From an optimization exercise on the open Yosys and OpenROAD flow, aimed at small area, a short achievable clock period and few clock cycles; shortcuts taken in it are not production practice.
RTL that was checked went through simulation tests only; none was proved equivalent to the original.
Power and IR drop assume default switching activity.

==> run a: inputs <==
==> flow/design.v <==
module fcb_bin (
    input  wire        clk,
    input  wire        rst,
    input  wire [31:0] cfg_pre,
    input  wire [1:0]  cfg_pre_len,
    input  wire [1:0]  cfg_hdr_n,
    input  wire        cfg_hdr_be,
    input  wire [1:0]  cfg_len_idx,
    input  wire        cfg_ck_crc,
    input  wire [2:0]  cfg_ck_size,
    input  wire        cfg_ck_be,
    input  wire [15:0] cfg_qmax,
    input  wire        in_valid,
    input  wire [7:0]  in_data,
    output wire        in_ready,
    output reg         ev_valid,
    output reg  [1:0]  ev_type,
    output wire [31:0] ev_val,
    output wire [15:0] ev_calc,
    output wire [16:0] ev_len
);
    localparam [1:0] EV_MSG = 2'd0, EV_CKMIS = 2'd1, EV_LENERR = 2'd2, EV_OVF = 2'd3;
    localparam [1:0] S_SEARCH = 2'd0, S_HDR = 2'd1, S_PAY = 2'd2, S_TRL = 2'd3;
    reg [1:0]  q_k1;        
    reg [1:0]  q_n1;        
    reg [1:0]  q_m;         
    reg        q_hbe;
    always @(posedge clk) begin
        q_m    <= cfg_hdr_n - cfg_len_idx;
        q_hbe  <= cfg_hdr_be;
        q_k1   <= cfg_pre_len;
        q_n1   <= cfg_hdr_n;
    end
    wire [4:0] q_kh1 = {{1'b0, q_n1} + 3'd1, q_k1};    
    reg  [7:0]  sr [0:11];     
    reg  [1:0]  st;
    reg  [16:0] len;           
    reg         emp;           
    reg  [2:0]  pm;            
    reg  [15:0] mf;            
    wire [15:0] crc = {sr[9], sr[8]};
    reg  [31:0] w;
    reg         trl_mis;       
    assign ev_val  = w;
    assign ev_calc = crc;
    assign ev_len  = len;
    function [15:0] crc_byte(input [15:0] c, input [7:0] d);
        integer b;
        reg [15:0] t;
        begin
            t = c ^ {d, 8'h00};
            for (b = 0; b < 8; b = b + 1)
                t = t[15] ? ((t << 1) ^ 16'h1021) : (t << 1);
            crc_byte = t;
        end
    endfunction
    wire [16:0] len_n = emp ? 17'd1 : len + 17'd1;
    wire        ovf   = !emp && (len[15:0] == cfg_qmax);
    reg        rdy;            
    wire       take = in_valid & rdy;
    assign in_ready = rdy;
    reg        acc;            
    reg  [3:0] eq;             
    wire [3:0] eq_in = {in_data == cfg_pre[31:24], in_data == cfg_pre[23:16],
                        in_data == cfg_pre[15:8],  in_data == cfg_pre[7:0]};
    wire [7:0] cur = sr[0];
    reg mt;
    always @(*) begin
        case (q_k1)
            2'd0: mt = eq[0];
            2'd1: mt = pm[0] & eq[1];
            2'd2: mt = pm[1] & eq[2];
            default: mt = pm[2] & eq[3];
        endcase
    end
    wire [31:0] ps = w;
    wire        ps_zero = ~|ps[30:0];
    wire        rem_one = (w[15:0] == 16'd1) && ~|w[30:16];
    wire        trl_one = (w[18:16] == 3'd1);
    wire        trl_hi  = cfg_ck_be ^ w[16];           
    wire        trl_neq = cur != (trl_hi ? crc[15:8] : crc[7:0]);
    reg hdr_done;
    always @(*) begin
        case (q_n1)
            2'd0: hdr_done = mf[3];
            2'd1: hdr_done = mf[7];
            2'd2: hdr_done = mf[11];
            default: hdr_done = mf[15];
        endcase
    end
    reg fany;
    always @(*) begin
        case (q_n1)
            2'd0: fany = mt | (|mf[2:0]);
            2'd1: fany = mt | (|mf[6:0]);
            2'd2: fany = mt | (|mf[10:0]);
            default: fany = mt | (|mf[14:0]);
        endcase
    end
    reg  [1:0]  st_n;
    reg  [16:0] len_d;
    reg         emp_d;
    reg  [2:0]  pm_d;
    reg  [15:0] mf_d;
    reg         ev_d;
    reg  [1:0]  evt_d;
    reg         hold_w;        
    always @(*) begin
        st_n   = st;
        len_d  = len;
        emp_d  = emp;
        pm_d   = pm;
        mf_d   = mf;
        ev_d   = 1'b0;
        evt_d  = ev_type;
        hold_w = (st == S_PAY) || (st == S_TRL);
        if (acc) begin
            mf_d  = {mf[14:0], mt};
            pm_d  = {pm[1:0] & eq[2:1], eq[0]};
            len_d = len_n;
            emp_d = 1'b0;
            if (ovf) begin
                ev_d  = 1'b1;
                evt_d = EV_OVF;
                emp_d = 1'b1;
                pm_d  = 3'd0;
                mf_d  = 16'd0;
                st_n  = S_SEARCH;
                if (st == S_HDR && hdr_done)
                    hold_w = 1'b1;
            end else begin
                case (st)
                    S_SEARCH: if (mt) begin
                        len_d = {15'd0, q_k1} + 17'd1;
                        st_n  = S_HDR;
                    end
                    S_HDR: if (hdr_done) begin
                        hold_w = 1'b1;
                        if (ps[31]) begin
                            ev_d  = 1'b1;
                            evt_d = EV_LENERR;
                            if (fany) begin
                                len_d = 17'd0;
                                st_n  = S_HDR;
                            end else begin
                                len_d = {12'd0, q_kh1};
                                st_n  = S_SEARCH;
                            end
                        end else begin
                            len_d = {12'd0, q_kh1} + 17'd1;
                            if (!ps_zero)
                                st_n = S_PAY;
                            else if (cfg_ck_size != 3'd0)
                                st_n = S_TRL;
                            else begin
                                ev_d  = 1'b1;
                                evt_d = EV_MSG;
                                emp_d = 1'b1;
                                pm_d  = 3'd0;
                                mf_d  = 16'd0;
                                st_n  = S_SEARCH;
                            end
                        end
                    end
                    S_PAY: if (rem_one) begin
                        if (cfg_ck_size != 3'd0)
                            st_n = S_TRL;
                        else begin
                            ev_d  = 1'b1;
                            evt_d = EV_MSG;
                            emp_d = 1'b1;
                            pm_d  = 3'd0;
                            mf_d  = 16'd0;
                            st_n  = S_SEARCH;
                        end
                    end
                    default: if (trl_one) begin  
                        ev_d  = 1'b1;
                        evt_d = (cfg_ck_crc && (trl_mis || trl_neq)) ? EV_CKMIS : EV_MSG;
                        emp_d = 1'b1;
                        pm_d  = 3'd0;
                        mf_d  = 16'd0;
                        st_n  = S_SEARCH;
                    end
                endcase
            end
        end
    end
    reg c_done, c_other;
    always @(*) begin
        case (q_n1)
            2'd0: begin
                c_done  = mf[2] | mf[3];
                c_other = mt | mf[0] | mf[1] | (~acc & mf[2]) | eq_in[q_k1];
            end
            2'd1: begin
                c_done  = mf[6] | mf[7];
                c_other = mt | (|mf[5:0]) | (~acc & mf[6]);
            end
            2'd2: begin
                c_done  = mf[10] | mf[11];
                c_other = mt | (|mf[9:0]) | (~acc & mf[10]);
            end
            default: begin
                c_done  = mf[14] | mf[15];
                c_other = mt | (|mf[13:0]) | (~acc & mf[14]);
            end
        endcase
    end
    wire stall_d = take & (st == S_HDR) & c_done & c_other;
    always @(posedge clk) begin
        if (st == S_TRL && acc)
            trl_mis <= trl_neq;
        if (acc && st == S_PAY) begin
            w[15:0] <= w[15:0] - 16'd1;
            if (rem_one)
                w[31:16] <= {13'd0, cfg_ck_size};
        end else if (acc && st == S_TRL) begin
            w[18:16] <= w[18:16] - 3'd1;
            if (trl_hi) w[15:8] <= cur;
            else        w[7:0]  <= cur;
        end else if (acc && st == S_HDR && hdr_done && !ovf && !ps[31] && ps_zero)
            w[31:16] <= {13'd0, cfg_ck_size};
        else if (take && !hold_w) begin
            case (q_m)
                2'd0: w <= q_hbe ? {w[23:0], in_data} : {in_data, w[31:8]};
                2'd1: w <= q_hbe ? {w[23:0], sr[3]}   : {sr[3], w[31:8]};
                2'd2: w <= q_hbe ? {w[23:0], sr[7]}   : {sr[7], w[31:8]};
                default: w <= q_hbe ? {w[23:0], sr[11]} : {sr[11], w[31:8]};
            endcase
        end
        if (rst) begin
            st       <= S_SEARCH;
            len      <= 17'd0;
            emp      <= 1'b1;
            pm       <= 3'd0;
            mf       <= 16'd0;
            ev_valid <= 1'b0;
            rdy      <= 1'b1;
        end else begin
            st       <= st_n;
            len      <= len_d;
            emp      <= emp_d;
            pm       <= pm_d;
            mf       <= mf_d;
            ev_valid <= ev_d;
            ev_type  <= evt_d;
            rdy      <= ~stall_d;
        end
    end
    integer i;
    always @(posedge clk) begin
        acc <= take & ~rst;
        for (i = 0; i < 4; i = i + 1)
            eq[i] <= eq_in[i];
        if (take) begin
            sr[0] <= in_data;
            for (i = 1; i < 12; i = i + 1)
                if (i != 8 && i != 9)
                    sr[i] <= sr[i-1];
        end
        if (st == S_PAY || st == S_TRL) begin
            if (acc && st == S_PAY)
                {sr[9], sr[8]} <= crc_byte(crc, cur);
        end else if (acc && st == S_HDR && hdr_done && !ps[31])
            {sr[9], sr[8]} <= 16'h0000;
        else if (take) begin
            sr[8] <= sr[7];
            sr[9] <= sr[8];
        end
    end
endmodule
==> flow/flow/run.sh <==
#!/bin/bash
export BUFFER_PORTS_ARGS="-buffer_cell sky130_fd_sc_hd__buf_1"
export CTS_ARGS="-sink_clustering_enable -repair_clock_nets -sink_clustering_size 16 -sink_clustering_max_diameter 60 -buf_list sky130_fd_sc_hd__clkbuf_8 -dont_use_dummy_load"
bash standard.sh > standard.log 2>&1
==> flow/standard.sh <==
#!/bin/bash
# synth_recipe.tcl (not shown) runs the flow's synth.tcl, then flattens the netlist and writes it again
# the make line also repeats each setting of config.mk as NAME=value (left out here)
make -C /OpenROAD-flow-scripts/flow DESIGN_CONFIG=/design/flow/config.mk WORK_HOME=/design/flow/orfs CLKGATE_MAP_FILE= SYNTH_SCRIPT=/design/flow/synth_recipe.tcl "${@:-finish}"
==> flow/config.mk <==
export PLATFORM = sky130hd
export DESIGN_NAME = fcb_bin
export DESIGN_NICKNAME = fcb_bin
export VERILOG_FILES = /design/flow/design.v
export SDC_FILE = /design/flow/constraint.sdc
export NUM_CORES = 4
export LEC_CHECK = 0
export CAP_MARGIN = 20
export CORE_MARGIN = 2
export CORE_UTILIZATION = 60
export CTS_BUF_LIST = sky130_fd_sc_hd__clkbuf_8
export CTS_CLUSTER_DIAMETER = 60
export CTS_CLUSTER_SIZE = 16
export SETUP_SLACK_MARGIN = 5
export SLEW_MARGIN = 20
==> flow/constraint.sdc <==
create_clock -name core_clock -period 8.0 [get_ports {clk}]
set_input_delay 1.6000 -clock core_clock [delete_from_list [all_inputs] [get_ports {clk}]]
set_output_delay 1.6000 -clock core_clock [all_outputs]
set_load 0.01 [all_outputs]
==> run b: changes against run a <==
--- a/flow/design.v
+++ b/flow/design.v
@@ -23,6 +23,7 @@
     localparam [1:0] S_SEARCH = 2'd0, S_HDR = 2'd1, S_PAY = 2'd2, S_TRL = 2'd3;
     reg [1:0]  q_k1;        
     reg [1:0]  q_n1;        
+    reg [4:0]  q_kh1;       
     reg [1:0]  q_m;         
     reg        q_hbe;
     always @(posedge clk) begin
@@ -30,8 +31,8 @@
         q_hbe  <= cfg_hdr_be;
         q_k1   <= cfg_pre_len;
         q_n1   <= cfg_hdr_n;
-    end
-    wire [4:0] q_kh1 = {{1'b0, q_n1} + 3'd1, q_k1};    
+        q_kh1  <= {3'd0, cfg_pre_len} + {1'b0, cfg_hdr_n, 2'b00} + 5'd4;
+    end
     reg  [7:0]  sr [0:11];     
     reg  [1:0]  st;
     reg  [16:0] len;           
@@ -61,8 +62,6 @@
     assign in_ready = rdy;
     reg        acc;            
     reg  [3:0] eq;             
-    wire [3:0] eq_in = {in_data == cfg_pre[31:24], in_data == cfg_pre[23:16],
-                        in_data == cfg_pre[15:8],  in_data == cfg_pre[7:0]};
     wire [7:0] cur = sr[0];
     reg mt;
     always @(*) begin
@@ -191,7 +190,7 @@
         case (q_n1)
             2'd0: begin
                 c_done  = mf[2] | mf[3];
-                c_other = mt | mf[0] | mf[1] | (~acc & mf[2]) | eq_in[q_k1];
+                c_other = mt | mf[0] | mf[1] | (~acc & mf[2]) | (in_data == cfg_pre[8*q_k1 +: 8]);
             end
             2'd1: begin
                 c_done  = mf[6] | mf[7];
@@ -252,7 +251,7 @@
     always @(posedge clk) begin
         acc <= take & ~rst;
         for (i = 0; i < 4; i = i + 1)
-            eq[i] <= eq_in[i];
+            eq[i] <= (in_data == cfg_pre[8*i +: 8]);
         if (take) begin
             sr[0] <= in_data;
             for (i = 1; i < 12; i = i + 1)
==> flow/flow/run.sh (replaced) <==
#!/bin/bash
export BUFFER_PORTS_ARGS="-buffer_cell sky130_fd_sc_hd__buf_1"
bash standard.sh > standard.log 2>&1
- CTS_BUF_LIST: sky130_fd_sc_hd__clkbuf_8 -> sky130_fd_sc_hd__clkbuf_16
- CTS_CLUSTER_DIAMETER: 60 -> 80
- CTS_CLUSTER_SIZE: 16 -> 32
==> run c: changes against run a <==
--- a/flow/design.v
+++ b/flow/design.v
@@ -23,6 +23,7 @@
     localparam [1:0] S_SEARCH = 2'd0, S_HDR = 2'd1, S_PAY = 2'd2, S_TRL = 2'd3;
     reg [1:0]  q_k1;        
     reg [1:0]  q_n1;        
+    reg [4:0]  q_kh1;       
     reg [1:0]  q_m;         
     reg        q_hbe;
     always @(posedge clk) begin
@@ -30,15 +31,32 @@
         q_hbe  <= cfg_hdr_be;
         q_k1   <= cfg_pre_len;
         q_n1   <= cfg_hdr_n;
-    end
-    wire [4:0] q_kh1 = {{1'b0, q_n1} + 3'd1, q_k1};    
-    reg  [7:0]  sr [0:11];     
+        q_kh1  <= {3'd0, cfg_pre_len} + {1'b0, cfg_hdr_n, 2'b00} + 5'd4;
+    end
+    reg        rdy;            
+    wire       take = in_valid & rdy;
+    assign in_ready = rdy;
+    reg  [7:0] sr [0:11];      
+    reg        acc;            
+    reg  [3:0] eq;             
+    integer i;
+    always @(posedge clk) begin
+        acc <= take & ~rst;
+        for (i = 0; i < 4; i = i + 1)
+            eq[i] <= (in_data == cfg_pre[8*i +: 8]);
+        if (take) begin
+            sr[0] <= in_data;
+            for (i = 1; i < 12; i = i + 1)
+                sr[i] <= sr[i-1];
+        end
+    end
+    wire [7:0] cur = sr[0];
     reg  [1:0]  st;
     reg  [16:0] len;           
     reg         emp;           
     reg  [2:0]  pm;            
     reg  [15:0] mf;            
-    wire [15:0] crc = {sr[9], sr[8]};
+    reg  [15:0] crc;
     reg  [31:0] w;
     reg         trl_mis;       
     assign ev_val  = w;
@@ -56,14 +74,6 @@
     endfunction
     wire [16:0] len_n = emp ? 17'd1 : len + 17'd1;
     wire        ovf   = !emp && (len[15:0] == cfg_qmax);
-    reg        rdy;            
-    wire       take = in_valid & rdy;
-    assign in_ready = rdy;
-    reg        acc;            
-    reg  [3:0] eq;             
-    wire [3:0] eq_in = {in_data == cfg_pre[31:24], in_data == cfg_pre[23:16],
-                        in_data == cfg_pre[15:8],  in_data == cfg_pre[7:0]};
-    wire [7:0] cur = sr[0];
     reg mt;
     always @(*) begin
         case (q_k1)
@@ -191,7 +201,7 @@
         case (q_n1)
             2'd0: begin
                 c_done  = mf[2] | mf[3];
-                c_other = mt | mf[0] | mf[1] | (~acc & mf[2]) | eq_in[q_k1];
+                c_other = mt | mf[0] | mf[1] | (~acc & mf[2]) | (in_data == cfg_pre[8*q_k1 +: 8]);
             end
             2'd1: begin
                 c_done  = mf[6] | mf[7];
@@ -209,6 +219,10 @@
     end
     wire stall_d = take & (st == S_HDR) & c_done & c_other;
     always @(posedge clk) begin
+        if (acc && st == S_PAY && !ovf)
+            crc <= crc_byte(crc, cur);
+        else if (st == S_SEARCH || st == S_HDR)
+            crc <= 16'h0000;
         if (st == S_TRL && acc)
             trl_mis <= trl_neq;
         if (acc && st == S_PAY) begin
@@ -248,25 +262,4 @@
             rdy      <= ~stall_d;
         end
     end
-    integer i;
-    always @(posedge clk) begin
-        acc <= take & ~rst;
-        for (i = 0; i < 4; i = i + 1)
-            eq[i] <= eq_in[i];
-        if (take) begin
-            sr[0] <= in_data;
-            for (i = 1; i < 12; i = i + 1)
-                if (i != 8 && i != 9)
-                    sr[i] <= sr[i-1];
-        end
-        if (st == S_PAY || st == S_TRL) begin
-            if (acc && st == S_PAY)
-                {sr[9], sr[8]} <= crc_byte(crc, cur);
-        end else if (acc && st == S_HDR && hdr_done && !ps[31])
-            {sr[9], sr[8]} <= 16'h0000;
-        else if (take) begin
-            sr[8] <= sr[7];
-            sr[9] <= sr[8];
-        end
-    end
 endmodule
==> flow/flow/run.sh (replaced) <==
#!/bin/bash
export BUFFER_PORTS_ARGS="-buffer_cell sky130_fd_sc_hd__buf_1"
bash standard.sh > standard.log 2>&1
==> notes.md <==
quantity                                                                  run a           run c           run b
Status                                                           finished clean  finished clean  finished clean
Overall Global Routing Usage                                              0.301           0.275           0.297
Net switching fraction of the power                                       0.261           0.255           0.277
Reg power frac                                                            0.611           0.601           0.519
Library cells used by synthesis                                              63              69              66
Routability congestion estimate from global placement                     0.926           0.912           0.951
Synth Net Count                                                             910             920             943
Antenna violations before repair                                              0               0               1
Synthesized area per cell                                            11.4 sq um      11.9 sq um      11.2 sq um
Hold Worst Slack                                                       0.413 ns        0.423 ns        0.421 ns
Post-placement cell area                                           0.0100 sq mm    0.0107 sq mm    0.0104 sq mm
Area enclosed by the die boundary                                  0.0165 sq mm    0.0175 sq mm    0.0170 sq mm
Synthesized-area fraction occupied by ao, oa, aoi and oai cells           0.122           0.104           0.131
Number of multi-input combinational cells                                   572             560             597
Maximum resistive drop on vdd                                            151 uV          154 uV          173 uV
Seq/Total Area, Yosys                                                     0.538           0.559           0.527
Min cycle time layout                                                   3.15 ns         2.95 ns         3.05 ns
Overall routed net length                                         24600 microns   24500 microns   25500 microns
Flip-flop and latch power                                               1.14 mW         1.25 mW         1.16 mW
Total standard cell area after synthesis                          0.00928 sq mm   0.00990 sq mm   0.00959 sq mm
Layout Nets                                                                1065            1046            1065
Testbench counts of run b, summed over its fixed seeds: cycles 20,746.
Testbench counts of run c, summed over its fixed seeds: cycles 20,746.
Function not checked in run a: the RTL went through the layout flow alone.

re-timing with driven ports:
No port has a modelled driver above. Below, the same layouts with a new extraction and two added sets of constraints.
Step 1 sets driving cells, clkbuf_16 on the clock port and buf_2 on the other inputs (assumed; they add their load-dependent delay and slew).
Step 2 times the ports against the registers' clock, not the clock port: input delays grow and output delays shrink by t, the midpoint of the rising clock arrivals with the driver on.
Three values: ideal ports, drivers, drivers and shift; two values: the first two.
run | t, ns | slack for setup (ns) | worst setup path at the end | clock arrival spread, ns | worst slew at a driven data input, ns
run a | 0.497 | 4.846 / 4.842 / 4.344 | input to register | 0.038 / 0.037 | 0.06
run b | 0.475 | 4.951 / 4.975 / 4.500 | input to register | 0.013 / 0.013 | 0.07
run c | 0.539 | 5.047 / 5.055 / 4.519 | input to register | 0.020 / 0.020 | 0.04
After both steps every run listed still meets setup and hold. For run c, which loses most, drivers alone change the setup slack by +0.008 ns; drivers and shift together by -0.528 ns.
